From an optimization exercise on the open Yosys and OpenROAD flow, aimed at small area, a short achievable clock period and few clock cycles per item; shortcuts taken in it are not production practice. The RTL was checked by simulation tests, not by an equivalence proof against the original design. Power is estimated from default activity; no workload was simulated.

## base122_core
module base122_core (
    input  wire        clk,
    input  wire        rst,
    input  wire        enc_in_valid,
    input  wire [7:0]  enc_in_data,
    input  wire        enc_in_last,
    output wire        enc_in_ready,
    output wire        enc_out_valid,
    output wire [7:0]  enc_out_data,
    output wire        enc_out_last,
    input  wire        enc_out_ready,
    input  wire        dec_in_valid,
    input  wire [7:0]  dec_in_data,
    input  wire        dec_in_last,
    output wire        dec_in_ready,
    output wire        dec_out_valid,
    output wire [7:0]  dec_out_data,
    output wire        dec_out_end,
    output wire [2:0]  dec_out_cause,
    output wire [15:0] dec_out_epc,
    input  wire        dec_out_ready
);
    base122_enc u_enc (
        .clk(clk), .rst(rst),
        .in_valid(enc_in_valid), .in_data(enc_in_data), .in_last(enc_in_last),
        .in_ready(enc_in_ready),
        .out_valid(enc_out_valid), .out_data(enc_out_data), .out_last(enc_out_last),
        .out_ready(enc_out_ready)
    );
    base122_dec u_dec (
        .clk(clk), .rst(rst),
        .in_valid(dec_in_valid), .in_data(dec_in_data), .in_last(dec_in_last),
        .in_ready(dec_in_ready),
        .out_valid(dec_out_valid), .out_data(dec_out_data), .out_end(dec_out_end),
        .out_cause(dec_out_cause), .out_epc(dec_out_epc),
        .out_ready(dec_out_ready)
    );
endmodule
Settings: LEC_CHECK=0, ABC_AREA=1, CAP_MARGIN=20, CORE_MARGIN=2, CORE_UTILIZATION=40, CTS_BUF_LIST=sky130_fd_sc_hd__clkbuf_8, CTS_CLUSTER_SIZE=20, SETUP_SLACK_MARGIN=2.0, SLEW_MARGIN=20; clock period 4.0 ns.
standard.sh (not shown) runs the stock make flow with config.mk's settings and CLKGATE_MAP_FILE= SYNTH_SCRIPT=/design/flow/synth_recipe.tcl, a recipe that flattens the netlist after the stock synthesis.
==> flow/flow/run.sh <==
#!/bin/bash
# The standard layout (standard.sh, unchanged synthesis and steps), with one
# change: the buffer that global placement puts on every input and output
# port is sky130_fd_sc_hd__buf_1 instead of the tool's own pick (a delay cell).
set -euo pipefail
export BUFFER_PORTS_ARGS="-buffer_cell sky130_fd_sc_hd__buf_1"
bash standard.sh synth > synth.log 2>&1
bash standard.sh finish > layout.log 2>&1
Testbench counts at the start, summed over its fixed seeds: cycles 21,481, items 37,672.
Change:
--- a/flow/config.mk
+++ b/flow/config.mk
@@ -13,3 +13,3 @@
 export CTS_CLUSTER_SIZE = 20
-export SETUP_SLACK_MARGIN = 2.0
+export SETUP_SLACK_MARGIN = 1.8
 export SLEW_MARGIN = 20
=> The changed run finished with timing, DRC and antenna clean; total power fell by 7.9%; clock skew hardly moves; routed wire length fell by 5.3%; clock power fell by 4.3%.

---

Another version of the RTL of base122_core (not shown whole).
For scale: roughly 5600 um^2 of cells after synthesis.
Settings: LEC_CHECK=0, ABC_AREA=1, CAP_MARGIN=20, CORE_MARGIN=2, CORE_UTILIZATION=40, CTS_BUF_LIST=sky130_fd_sc_hd__clkbuf_8, CTS_CLUSTER_SIZE=20, SETUP_SLACK_MARGIN=1.9, SLEW_MARGIN=20; clock period 4.0 ns.
==> flow/flow/run.sh <==
#!/bin/bash
# The standard layout (standard.sh, unchanged synthesis and steps), with two
# changes: the buffer that global placement puts on every input and output
# port is sky130_fd_sc_hd__buf_1 instead of the tool's own pick (a delay
# cell), and clock tree synthesis adds no dummy loads.
set -euo pipefail
export BUFFER_PORTS_ARGS="-buffer_cell sky130_fd_sc_hd__buf_1"
export CTS_ARGS="-sink_clustering_enable -repair_clock_nets -sink_clustering_size 20 -buf_list sky130_fd_sc_hd__clkbuf_8 -dont_use_dummy_load"
bash standard.sh synth > synth.log 2>&1
bash standard.sh finish > layout.log 2>&1
The first run produced a clean layout.
Testbench counts at the start, summed over its fixed seeds: cycles 21,637, items 37,672.
Then changed:
--- a/flow/config.mk
+++ b/flow/config.mk
@@ -14 +14 @@
-export SETUP_SLACK_MARGIN = 1.9
+export SETUP_SLACK_MARGIN = 2.0
The changed run passed the timing, DRC and antenna checks.
Power came out higher by roughly a tenth.
Sequential power is about the same.
Setup slack improves by 0.070 ns.
Core utilization went up by 4.0 points.
Combinational power rose by a quarter to a third.

==> separate check: timing with driven ports <==
The flow's constraints put no driver on any port. The routed layouts listed below were extracted and timed again, unchanged, in two steps.
Step 1 sets driving cells, clkbuf_16 on the clock port and buf_2 on the other inputs (assumed; they add their load-dependent delay and slew).
Step 2 moves the port delays by t, midway between the first and last clock arrival at a register: inputs arrive t later, outputs are due t later. That takes back most of the time a late clock gives input paths.
Slacks: ideal / step 1 / step 2; pairs: ideal / step 1.
run | t, ns | setup slack, ns | worst setup path after step 2 | worst slew at a driven data input, ns | pins driven straight from the clock port
the first run of note 1 | 0.417 | 1.962 / 1.925 / 1.596 | input to register | 0.04 | 1
the second run of note 1 | 0.429 | 1.849 / 1.809 / 1.517 | input to register | 0.03 | 1
the first run of note 2 | 0.407 | 1.913 / 1.894 / 1.588 | input to register | 0.07 | 1
the second run of note 2 | 0.400 | 1.983 / 1.963 / 1.577 | input to register | 0.07 | 1
After both steps setup and hold are still met in every run listed. For the second run of note 2, which loses most, drivers alone change the setup slack by -0.020 ns; drivers and shift together by -0.406 ns.
